What follows belongs to an exercise in optimizing a design on an open flow for small area, a short achievable clock period and few clock cycles; a production flow would make more cautious choices. The RTL was checked by simulation tests, not by an equivalence proof against the original design. No activity file was given, so power comes from the tool's default toggle rates.

$ cat flow/design.v
module ota_core (
    input  wire        clk,
    input  wire        rst,
    input  wire        cmd_valid,
    output wire        cmd_ready,
    input  wire [2:0]  cmd_op,
    input  wire [31:0] cmd_arg,
    input  wire        in_valid,
    output wire        in_ready,
    input  wire [7:0]  in_data,
    output reg         rsp_valid,
    output reg  [31:0] rsp_data,
    output reg         out_valid,
    output reg  [7:0]  out_data,
    output reg         dict_we,
    output reg  [10:0] dict_waddr,
    output reg  [7:0]  dict_wdata,
    output reg  [10:0] dict_raddr,
    input  wire [7:0]  dict_rdata
);
    localparam [31:0] MAGIC_DEFAULT = 32'h45535033;
    localparam [2:0] OP_CFG_MAGIC = 3'd1;
    localparam [2:0] OP_START     = 3'd2;
    localparam [2:0] OP_POLL      = 3'd3;
    localparam [2:0] OP_PROGRESS  = 3'd4;
    localparam [2:0] OP_VERIFY    = 3'd5;
    localparam [2:0] OP_RELEASE   = 3'd6;
    localparam [31:0] RES_INPROGRESS = 32'd0;
    localparam [31:0] RES_DONE       = 32'd1;
    localparam [31:0] ERR_HDR_LENGTH = -32'sd8;
    localparam [31:0] ERR_HDR_MAGIC  = -32'sd9;
    localparam [31:0] ERR_CHECKSUM   = -32'sd10;
    localparam [31:0] ERR_DOWNLOAD   = -32'sd11;
    localparam [2:0] ST_IDLE      = 3'd0;
    localparam [2:0] ST_HEADER    = 3'd1;
    localparam [2:0] ST_FILE      = 3'd2;
    localparam [2:0] ST_COMPLETED = 3'd3;
    localparam [2:0] ST_MAGIC     = 3'd4;
    localparam [2:0] ST_ERROR     = 3'd5;
    reg [2:0]  st;
    reg        err_is_len;
    reg [31:0] magic_cfg;
    reg        busy;             
    reg [32:0] rem;              
    reg [31:0] written;          
    reg        wrapped;          
    reg [31:0] crc;
    reg [31:0] hdr_crc;
    reg [4:0]  hdr_fill;
    reg        len_ok, mag_ok, lborrow;
    reg [31:0] cl;               
    reg        more;             
    reg [7:0]  ib;               
    reg        ibv;
    reg [22:0] bitq;             
    reg [4:0]  bitcnt;
    reg        fresh;            
    reg        rd_act;           
    reg [4:0]  cnt;              
    reg        dv;               
    reg [10:0] dp;               
    reg [31:0] crc_next;
    integer i;
    always @* begin
        crc_next = crc ^ {24'd0, ib};
        for (i = 0; i < 8; i = i + 1)
            crc_next = crc_next[0] ? ((crc_next >> 1) ^ 32'hEDB88320) : (crc_next >> 1);
    end
    wire active = (st == ST_HEADER) || (st == ST_FILE) || (st == ST_COMPLETED);
    wire [31:0] err_code = (st == ST_MAGIC) ? ERR_HDR_MAGIC :
                           (err_is_len      ? ERR_HDR_LENGTH : ERR_DOWNLOAD);
    wire tok_lit = (bitcnt >= 5'd9)  &&  bitq[22];
    wire tok_ref = (bitcnt >= 5'd16) && !bitq[22];
    wire tp      = fresh && (tok_lit || tok_ref);
    wire take_lit = tp &&  bitq[22] && !rd_act && !dv;
    wire take_ref = tp && !bitq[22] && (!rd_act || cnt == 5'd0);
    wire take    = take_lit || take_ref;
    wire in_file = (st == ST_FILE);
    wire ib_go   = ibv && (!in_file || !tp || take);
    wire feed    = ibv && in_file && (!tp || take);
    assign cmd_ready = !busy;
    assign in_ready  = busy && more && (!ibv || ib_go);
    wire cmd_fire = cmd_valid && !busy;
    wire in_fire  = in_valid && in_ready;
    wire poll_end = busy && !more && !ibv && !tp && !rd_act && !dv;
    wire       fwd     = out_valid && (dp == written[10:0]);
    wire       wr_done = wrapped || (dp < written[10:0]);
    wire [7:0] dbyte   = fwd ? out_data :
                         wr_done ? dict_rdata :
                         ((dp >= 11'd17) ? 8'h20 : 8'h00);
    wire [4:0]  shamt = take ? (bitq[22] ? 5'd9 : 5'd16) : 5'd0;
    wire [22:0] q1    = bitq << shamt;
    wire [4:0]  c1    = bitcnt - shamt;
    wire [7:0] rbyte = rem[8*hdr_fill[1:0] +: 8];
    wire [8:0] ldiff = {1'b0, rbyte} - {1'b0, (hdr_fill[1:0] == 2'd0) ? 8'd8 : {7'd0, lborrow}};
    always @* begin
        dict_we    = out_valid;
        dict_wdata = out_data;
        dict_waddr = written[10:0];
    end
    always @(posedge clk) begin
        if (rst) begin
            st        <= ST_IDLE;
            busy      <= 1'b0;
            magic_cfg <= MAGIC_DEFAULT;
            rsp_valid <= 1'b0;
            out_valid <= 1'b0;
            ibv       <= 1'b0;
            fresh     <= 1'b0;
            rd_act    <= 1'b0;
            dv        <= 1'b0;
        end else begin
            rsp_valid <= 1'b0;
            if (cmd_fire) begin
                case (cmd_op)
                OP_CFG_MAGIC: begin
                    rsp_valid <= 1'b1;
                    if (active) begin
                        rsp_data <= ERR_DOWNLOAD;
                    end else begin
                        magic_cfg <= cmd_arg;
                        rsp_data  <= RES_DONE;
                    end
                end
                OP_START: begin
                    rsp_valid <= 1'b1;
                    if (active) begin
                        rsp_data <= ERR_DOWNLOAD;
                    end else begin
                        rsp_data <= cmd_arg;
                        rem      <= {1'b0, cmd_arg};
                        written  <= 32'd0;
                        wrapped  <= 1'b0;
                        crc      <= 32'hFFFFFFFF;
                        hdr_fill <= 5'd0;
                        len_ok   <= 1'b1;
                        mag_ok   <= 1'b1;
                        lborrow  <= 1'b0;
                        bitq     <= 23'd0;
                        bitcnt   <= 5'd0;
                        fresh    <= 1'b0;
                        st       <= ST_HEADER;
                    end
                end
                OP_POLL: begin
                    busy <= 1'b1;
                    cl   <= cmd_arg;
                    more <= (cmd_arg != 32'd0);
                end
                OP_PROGRESS: begin
                    rsp_valid <= 1'b1;
                    if (st == ST_IDLE)
                        rsp_data <= ERR_DOWNLOAD;
                    else if (active)
                        rsp_data <= written;
                    else
                        rsp_data <= err_code;
                end
                OP_VERIFY: begin
                    rsp_valid <= 1'b1;
                    if (st == ST_COMPLETED)
                        rsp_data <= (~crc == hdr_crc) ? RES_DONE : ERR_CHECKSUM;
                    else if (st == ST_MAGIC || st == ST_ERROR)
                        rsp_data <= err_code;
                    else
                        rsp_data <= ERR_DOWNLOAD;
                end
                OP_RELEASE: begin
                    st        <= ST_IDLE;
                    rsp_valid <= 1'b1;
                    rsp_data  <= RES_DONE;
                end
                default: begin
                    rsp_valid <= 1'b1;
                    rsp_data  <= ERR_DOWNLOAD;
                end
                endcase
            end
            if (in_fire) begin
                ib   <= in_data;
                ibv  <= 1'b1;
                cl   <= cl - 32'd1;
                more <= (cl != 32'd1);
            end else if (ib_go) begin
                ibv  <= 1'b0;
            end
            if (ib_go) begin
                if (st == ST_HEADER) begin
                    hdr_fill <= hdr_fill + 5'd1;
                    if (hdr_fill[4:2] == 3'd0) begin
                        len_ok  <= len_ok && (ib == ldiff[7:0]);
                        lborrow <= ldiff[8];
                    end
                    if (hdr_fill[4:2] == 3'd1)
                        hdr_crc <= {ib, hdr_crc[31:8]};
                    if (hdr_fill[4:2] == 3'd2)
                        mag_ok <= mag_ok && (ib == magic_cfg[8*hdr_fill[1:0] +: 8]);
                    if (hdr_fill >= 5'd8)
                        crc <= crc_next;
                    if (hdr_fill == 5'd19) begin
                        if (!len_ok || lborrow) begin
                            st         <= ST_ERROR;
                            err_is_len <= 1'b1;
                        end else if (!mag_ok) begin
                            st <= ST_MAGIC;
                        end else begin
                            st <= ST_FILE;
                        end
                    end
                end else if (in_file) begin
                    crc <= crc_next;
                    rem <= rem - 33'd1;
                end
            end
            if (feed) begin
                bitq   <= q1 | ({ib, 15'd0} >> c1);
                bitcnt <= c1 + 5'd8;
                fresh  <= 1'b1;
            end else if (take) begin
                bitq   <= q1;
                bitcnt <= c1;
                fresh  <= 1'b0;
            end
            if (take_ref) begin
                dict_raddr <= bitq[21:11] + 11'd17;
                cnt        <= {1'b0, bitq[10:7]} + 5'd1;
                rd_act     <= 1'b1;
            end else if (rd_act) begin
                dict_raddr <= dict_raddr + 11'd1;
                cnt        <= cnt - 5'd1;
                if (cnt == 5'd0)
                    rd_act <= 1'b0;
            end
            dv <= rd_act;
            dp <= dict_raddr;
            out_valid <= dv || take_lit;
            if (dv)
                out_data <= dbyte;
            else if (take_lit)
                out_data <= bitq[21:14];
            if (out_valid) begin
                written <= written + 32'd1;
                if (written[10:0] == 11'd2047)
                    wrapped <= 1'b1;
            end
            if (poll_end) begin
                busy      <= 1'b0;
                rsp_valid <= 1'b1;
                case (st)
                ST_IDLE:      rsp_data <= ERR_DOWNLOAD;
                ST_HEADER:    rsp_data <= RES_INPROGRESS;
                ST_COMPLETED: rsp_data <= RES_DONE;
                ST_FILE: begin
                    if (rem == 33'd20) begin
                        st       <= ST_COMPLETED;
                        rsp_data <= RES_DONE;
                    end else if (rem[32] || rem[31:0] < 32'd20) begin
                        st         <= ST_ERROR;
                        err_is_len <= 1'b0;
                        rsp_data   <= ERR_DOWNLOAD;
                    end else begin
                        rsp_data <= RES_INPROGRESS;
                    end
                end
                default:      rsp_data <= err_code;
                endcase
            end
        end
    end
endmodule
$ cat flow/run.sh
#!/bin/bash
# synth_recipe.tcl (not shown) runs the flow's synth.tcl, then flattens the netlist and writes it again
# the make line also repeats each setting of config.mk as NAME=value (left out here)
make -C /OpenROAD-flow-scripts/flow DESIGN_CONFIG=/design/flow/config.mk WORK_HOME=/design/flow/orfs CLKGATE_MAP_FILE= SYNTH_SCRIPT=/design/flow/synth_recipe.tcl finish
$ cat flow/config.mk
export PLATFORM = sky130hd
export DESIGN_NAME = ota_core
export DESIGN_NICKNAME = ota_core
export VERILOG_FILES = /design/flow/design.v
export SDC_FILE = /design/flow/constraint.sdc
export NUM_CORES = 4
export LEC_CHECK = 0
export CAP_MARGIN = 20
export CORE_MARGIN = 2
export CORE_UTILIZATION = 40
export SLEW_MARGIN = 20
$ cat flow/constraint.sdc
create_clock -name core_clock -period 10.0 [get_ports {clk}]
set_input_delay 2.0000 -clock core_clock [delete_from_list [all_inputs] [get_ports {clk}]]
set_output_delay 2.0000 -clock core_clock [all_outputs]
set_load 0.01 [all_outputs]
==> flow_metrics.tcl, run 1 <==
set metrics [dict create \
    status "finished clean" \
    cpMaxStageDelayCell "a31oi_1" \
    synth_cells 1890 \
    met3WireLength_um 3870 \
    holdCritStartpoint "magic_cfg[28]" \
    place_area_sq_um 20700 \
    cts_tree "done" \
    hp-class "flop to flop" \
    die_h_um 223 \
    fp.coreArea_sq_um 47400 \
    drt_iter0_drc 1400 \
    swShare 0.245 \
    timing.final.crit_period_ns 5.32 \
    intPower_mw 2.45 \
    postLayoutCoreUtil 0.464 \
    htree_levels 2 \
    synth-xor-area-share 0.0980 \
    fin_skew_ns 0.0234 \
    topRoutingLayerUsed "met4" \
    syn_area_per_cell_sq_um 10.1 \
    place_congestion 0.885 \
    ys_ff_latch 317 \
    finish.instance_area_sq_um 22000 \
    track_usage 0.221 \
    yosysUniqueCellTypes 95 \
    clockBufferDepth 3 \
    startpoint "cnt[0]" \
    syn-num-nets 1970 \
    p_per_area_nw_per_um2 148 \
    p_sw_uw 796 \
    core.rowCount 80 \
    synthFlopType "edfxtp_1" \
    yosysSeqAreaShare 0.476 \
    cts_setup_buffers 0 \
    io_buffers 129 \
    slew_headroom 0.246 \
    grt_antenna_before_repair 0 \
    syn2layout_area_growth_pct 15.2 \
    route.detailed.drc 0 \
    rsz0062_at_grt "false" \
    synth_top_family_by_area "simple AND/OR/NAND/NOR gates" \
    cts_sinks 317 \
    slew_viol_final 0 \
    drtAntennaViolNets 0 \
    dpl.hpwl_um 37200 \
    crit_chain "inv_1 -> ha_1 -> nor4b_1 -> o21ai_0 -> a31oi_1 -> clkdlybuf4s50_1" \
    vias 15247 \
    fmax_ghz 0.188 \
    io-pin-count 130 \
    nets 2029 \
    ir_worst_vdd_mv 0.0932 \
    synth_edf_count 275 \
    die_w_um 223 \
    overflow 0 \
    numCtsBuffers 38 \
    crit_required_ns 8.00 \
    cts_hold_buf 0 \
    critPathTopFamily "compound AO/OA/AOI/OAI gates" \
    place_inst 2523 \
    wl_met1_um 24500 \
    grt_first_pass_wirelength_um 86100 \
    clk_latency_ns 0.57 \
    clkTransAtPathRegs_ns 0.06 \
    seqPwrFrac 0.468 \
    setup_viol 0 \
    instances_no_fill 2594 \
    worst_pin_slew_ns 1.13 \
    finalHoldViolCount 0 \
    async_reset_ff_frac 0 \
    r2r_setup_slack_ns 6.24 \
    cap_viol_max_count 0 \
    crit_path_start_kind "flop" \
    crit_fanout 4 \
    crit_arrival_ns 3.32 \
    wl_met2_um 25600 \
    critPathCaptureType "output port" \
    synth_adder_area_share 0.0164 \
    routed_wl_um 55600 \
    max_stage_delay_ns 0.76 \
    grt_pass1_vias 14641 \
    regToRegStartpoint "cnt[0]" \
    p_comb_frac 0.101 \
    yosysWarnings 1 \
    cellLeakagePower_nw 7.32 \
    reg2regPathDepth 8 \
    cts-root-buf "clkbuf_16" \
    grt_max_degree 78 \
    vias_per_cell 5.88 \
    drtPass1Iterations 6 \
    initial_utilization 0.403 \
    crit_type "flop to output port" \
    critPathCapture "in_ready" \
    antenna_cells 0 \
    syn-cell-area_sq_um 19100 \
    dieArea_sq_um 49500 \
    crit_buf_inv 2 \
    synth_compound_area_frac 0.153 \
    drive_above_1_share 0.0854 \
    fin_crit_sh 0.532 \
    wl_per_cell_um 21.4 \
    synth-simple-area-share 0.176 \
    synth.area.mux_share 0.0358 \
    cts_resized 0 \
    tns_ns 0 \
    r2r_end "ib[1]" \
    clkPwrFrac 0.430 \
    cp_num_cells 6 \
]
==> how the worst min path moves through the flow <==
| stage | slack, ns | cells after the start | end |
|---|---|---|---|
| 3_3_place_gp | 0.44 | 2 | magic_cfg[19] |
| 4_1_cts | 0.46 | 2 | magic_cfg[21] |
| 6_report | 0.46 | 2 | magic_cfg[28] |
| 3_5_place_dp | 0.45 | 2 | magic_cfg[21] |
| 2_1_floorplan | 0.42 | 0 | hdr_crc[27] |
| 5_1_grt | 0.47 | 2 | magic_cfg[6] |
==> cell families after synthesis <==
logic type | Yosys count
and+or+nand+nor | 677
buffers and inverters | 179
xor gates and xnor gates | 201
adders and majority gates | 25
DFF | 317
AOI/OAI and AO/OA | 452
muxes | 39
==> synth_stat cells (6+ instances only) <==
cell type	count	area (sq um)
a211oi_1	15	113
nand2_1	195	732
o31ai_1	19	143
edfxtp_1	275	8260
buf_4	24	180
a21o_1	7	52.6
nand3_1	60	300
ha_1	25	313
a31oi_1	12	75.1
o21a_1	32	240
inv_1	45	169
a221o_1	6	60.1
nor2b_1	18	113
nor3_1	71	355
nand2b_1	7	43.8
a22oi_1	10	75.1
a21oi_1	140	701
and3_1	17	106
buf_2	41	205
mux4_2	23	518
or3_1	10	62.6
o22ai_1	9	56.3
nand4_1	25	156
nor2_1	146	548
mux2i_1	11	110
dfxtp_1	42	841
and4_1	7	61.3
o211ai_1	6	45.0
xnor2_1	125	1090
xnor2_2	10	163
o21ai_0	104	521
clkbuf_1	60	225
a311oi_1	13	114
and2_1	38	238
nor4_1	36	225
o2bb2ai_1	7	61.3
xor2_1	64	561
==> cell type report <==
cell class	count	area [sq um]
timing repair buffer	153	1490
sequential	317	9100
tap	615	769
multi-input combinational	1394	9240
inverter	45	171
clock inverter	14	120
clock buffer	56	1120
fill	4428	25400
==> power groups by stage <==
stage,registers [mW],logic (mW),clock network (mW)
after CTS,1.52,0.327,1.42
after detailed placement,1.55,0.325,0
after global placement,1.55,0.321,0
after global routing,1.53,0.357,1.47
final,1.52,0.329,1.40
after floorplan,1.54,0.214,0
==> sequential cells by signal, indices dropped and copies added, names as in the netlist, 11 cells and up <==
register,cells
rem,33
dp,11
magic_cfg,32
dict_raddr,11
rsp_data,32
crc,32
cl,32
bitq,23
hdr_crc,32
written,32
==> layout by cell type, fill, tap and decap left out, drive strengths merged, types with 60 or more instances in the layout <==
| master | count |
|---|---|
| nand2 | 197 |
| a21oi | 142 |
| edfxtp | 275 |
| o21ai | 111 |
| xor2 | 66 |
| nand3 | 60 |
| nor3 | 75 |
| xnor2 | 135 |
| nor2 | 146 |
| clkdlybuf4s50 | 128 |
==> worst register-to-register path, delay by kind of cell (launching register included) <==
family / cells / cell delay (ns)
simple gates: 3 / 1.28
flops: 1 / 0.38
fa+ha+maj: 1 / 0.22
compound gates: 2 / 1.06
buf+inv: 2 / 0.44
==> routing by layer <==
layer  vias up  track usage
met5         -            0
met4         0       0.0730
met3       106       0.0333
met2       566        0.349
met1      7480        0.312
li1       7095            -
==> metrics by stage <==
step / power [mW] / hold slack [ns] / setup WS (ns)
6_report: 3.25 / 0.456 / 4.68
2_1_floorplan: 1.75 / 0.421 / 4.88
3_5_place_dp: 1.87 / 0.450 / 4.93
3_3_place_gp: 1.87 / 0.438 / 4.99
5_1_grt: 3.35 / 0.475 / 4.50
4_1_cts: 3.27 / 0.457 / 4.67
Testbench counts, summed over its fixed seeds: cycles 146,567.
==> run 2, diff against run 1 <==
--- a/flow/config.mk
+++ b/flow/config.mk
@@ -5,7 +5,9 @@
 export SDC_FILE = /design/flow/constraint.sdc
 export NUM_CORES = 4
 export LEC_CHECK = 0
+export ABC_CLOCK_PERIOD_IN_PS = 3000
 export CAP_MARGIN = 20
 export CORE_MARGIN = 2
 export CORE_UTILIZATION = 40
+export SETUP_SLACK_MARGIN = 5
 export SLEW_MARGIN = 20
==> run 2 against run 1 <==
Global-route usage is 0.18 points higher. Sequential share of layout area is 0.19 points lower. Via count is 0.56% higher. Worst setup slack better by 0.50 ns. First-iteration DRC count is 13% higher. Critical endpoint unchanged. Largest power group unchanged. Count of clock-buffer cells in the layout is 5 lower. Highest routed layer is now met5. Die area stayed put. Largest cell class unchanged. Still clean. Area after synthesis stayed put. Core utilization is 0.22 points higher.
==> flow_metrics.tcl, run 2 <==
set metrics [dict create \
    syn-cell-area_sq_um 19100 \
    grt_pass1_vias 14603 \
    cts_hold_buf 0 \
    overflow 0 \
    dpl.hpwl_um 37600 \
    yosysSeqAreaShare 0.476 \
    topRoutingLayerUsed "met5" \
    timing.final.crit_period_ns 4.83 \
    wl_met1_um 24400 \
    critPathCaptureType "output port" \
    seq_area_sq_um 9100 \
    track_usage 0.223 \
    io_buffers 129 \
    fmax_ghz 0.207 \
    status "finished clean" \
    crit_required_ns 8.00 \
    ys_ff_latch 317 \
    clkTransAtPathRegs_ns 0.06 \
    fin_crit_sh 0.483 \
    cts_sinks 317 \
    async_reset_ff_frac 0 \
    wl_met2_um 25500 \
    crit_type "flop to output port" \
    clkPwrFrac 0.436 \
    dieArea_sq_um 49500 \
    power.total_mw 3.29 \
    crit_fanout 26 \
    largest_reg_flops 33 \
    drt_iter0_drc 1584 \
    crit_chain "buf_4 -> o311ai_2 -> a21boi_2 -> a31oi_4 -> clkdlybuf4s50_1" \
    fillers 4439 \
    p_per_area_nw_per_um2 149 \
    finalHoldViolCount 0 \
    cts_tree "done" \
    met3WireLength_um 4370 \
    synth_area_leader_cell "edfxtp_1" \
    htree_levels 2 \
    drive_above_1_share 0.0899 \
    swShare 0.244 \
    worst_pin_slew_ns 1.08 \
    vias 15332 \
    grt_max_degree 69 \
    route.detailed.drc 0 \
    cts-root-buf "clkbuf_16" \
    cellLeakagePower_nw 7.37 \
    syn2layout_area_growth_pct 15.7 \
    vias_per_cell 5.91 \
    max_stage_delay_ns 0.61 \
    intPower_mw 2.48 \
    p_comb_frac 0.100 \
    core.rowCount 80 \
    largest-register "rem" \
    clockBufferDepth 3 \
    initial_utilization 0.403 \
    yosysUniqueCellTypes 95 \
    grt_first_pass_wirelength_um 86700 \
    tns_ns 0 \
    syn-num-nets 1970 \
    yosysWarnings 1 \
    routed_wl_um 56100 \
    fin_skew_ns 0.0254 \
    synthTopCellsByCount "275 x edfxtp_1, 195 x nand2_1, 146 x nor2_1, 140 x a21oi_1, 125 x xnor2_1" \
    synth_most_common_cell "edfxtp_1" \
    multiInputGateArea_sq_um 9270 \
    drtAntennaViolNets 0 \
    slew_headroom 0.279 \
    drtPass1Iterations 5 \
    wl_per_cell_um 21.6 \
    io-pin-count 130 \
    postLayoutCoreUtil 0.466 \
    ir_worst_vdd_mv 0.0943 \
    rsz0062_at_grt "false" \
    synthFlopType "edfxtp_1" \
    nets 2031 \
    die_h_um 223 \
    clk_latency_ns 0.57 \
    slew_viol_final 0 \
    antenna_cells 0 \
    fp.coreArea_sq_um 47400 \
    synth_cells 1890 \
    p_sw_uw 802 \
    hp-class "flop to flop" \
    instances_no_fill 2595 \
    numCtsBuffers 38 \
    synthTopCellsByArea "edfxtp_1 43%, xnor2_1 5.7%, dfxtp_1 4.4%" \
    syn_area_per_cell_sq_um 10.1 \
    seqPwrFrac 0.463 \
    crit_arrival_ns 2.83 \
    place_congestion 0.885 \
    synth_edf_count 275 \
    cpMaxStageDelayCell "clkdlybuf4s50_1" \
    crit_path_start_kind "flop" \
    final_common_cell "edfxtp_1" \
    final_cell_mix "275 x edfxtp_1, 194 x nand2_1, 144 x nor2_1" \
    synth_top_area_share 0.432 \
    die_w_um 223 \
    grt_antenna_before_repair 1 \
    cap_viol_max_count 0 \
    place_inst 2524 \
    setup_viol 0 \
]
-- run 2: final timing paths --
| check | endpoint | slack, ns | depth (start not counted) | start |
|---|---|---|---|---|
| worst max-delay path | in_ready | 5.17 | 5 | bitcnt[1] |
| worst min register to register | magic_cfg[13] | 0.45 | 2 | magic_cfg[13] |
| worst min-delay path | magic_cfg[13] | 0.45 | 2 | magic_cfg[13] |
| worst max register to register | ib[5] | 6.57 | 8 | bitcnt[1] |
-- run 2: worst max-delay path: cells and delay by family (launching register included) --
kind / cells / cell delay (ns)
AO/OA/AOI/OAI: 3 / 1.06
buffers and inverters: 2 / 0.85
flip-flops: 1 / 0.36
-- run 2: cell families (layout without fill, tap and decap cells) --
family                   Yosys count  in the layout  share of synthesized area
AO/OA/AOI/OAI                    452            452                      0.153
XOR/XNOR                         201            201                     0.0980
adder cells (fa/ha/maj)           25             25                     0.0164
buffers and inverters            179            269                     0.0450
flip-flops                       317            317                      0.476
multiplexers                      39             39                     0.0358
AND/OR/NAND/NOR                  677            677                      0.176
-- run 2: metal layers --
layer / GRT usage / vias up
met1: 0.308 / 7521
met5: 0 / -
li1: - / 7110
met4: 0.0758 / 2
met3: 0.0481 / 107
met2: 0.348 / 592
-- run 2: final cells by class --
| cell class | instances | share of cell area |
|---|---|---|
| sequential | 317 | 0.411 |
| clock buffer | 51 | 0.0504 |
| inverter | 45 | 0.00775 |
| clock inverter | 18 | 0.00741 |
| timing repair buffer | 155 | 0.0694 |
| tap | 615 | 0.0348 |
| multi-input combinational | 1394 | 0.419 |
-- run 2: power by group through the flow --
| stage | clock, mW | combinational, mW | sequential, mW |
|---|---|---|---|
| 6_report | 1.43 | 0.330 | 1.52 |
| 5_1_grt | 1.50 | 0.360 | 1.53 |
| 4_1_cts | 1.45 | 0.329 | 1.52 |
| 3_5_place_dp | 0 | 0.327 | 1.55 |
| 3_3_place_gp | 0 | 0.321 | 1.55 |
| 2_1_floorplan | 0 | 0.214 | 1.54 |
-- run 2: repair_timing --
action,CTS,global route
gates cloned,0,0
setup buffers,0,1
resized for setup,3,1
endpoints found under the setup margin,1,1
pin swaps,0,1
-- run 2: stage by stage --
step	hold WS [ns]	cell area, sq um	setup WS, ns
after floorplan	0.421	19100	5.01
after global routing	0.469	22100	5.02
after CTS	0.455	22100	5.10
after global placement	0.439	20700	4.56
final	0.454	22100	5.17
after detailed placement	0.447	20800	5.24

## separate check: timing with driven ports
The results above use ideal ports. As a check the final layouts listed here were re-extracted and re-timed, cells and wires unchanged. Step 1, drivers: a clkbuf_16 drives clk and a buf_2 each remaining input, both assumed. Step 2, shift: input delay + t, output delay - t, t = (earliest + latest rising clock arrival at the registers) / 2. This alone moves slack from input paths to output paths. Three values: ideal, step 1, step 2; two values: the first two.
run	shift t [ns]	slack for setup (ns)	latest minus earliest clock arrival (ns)	worst register clock-pin slew, ns
run 1	0.615	4.677 / 4.618 / 4.865	0.026 / 0.026	0.06 / 0.06
run 2	0.615	5.174 / 5.115 / 5.123	0.026 / 0.026	0.07 / 0.07
After both steps every run listed still meets setup and hold. The setup slack of run 2, which loses most, moves by -0.059 ns with the drivers and by -0.051 ns with both steps.
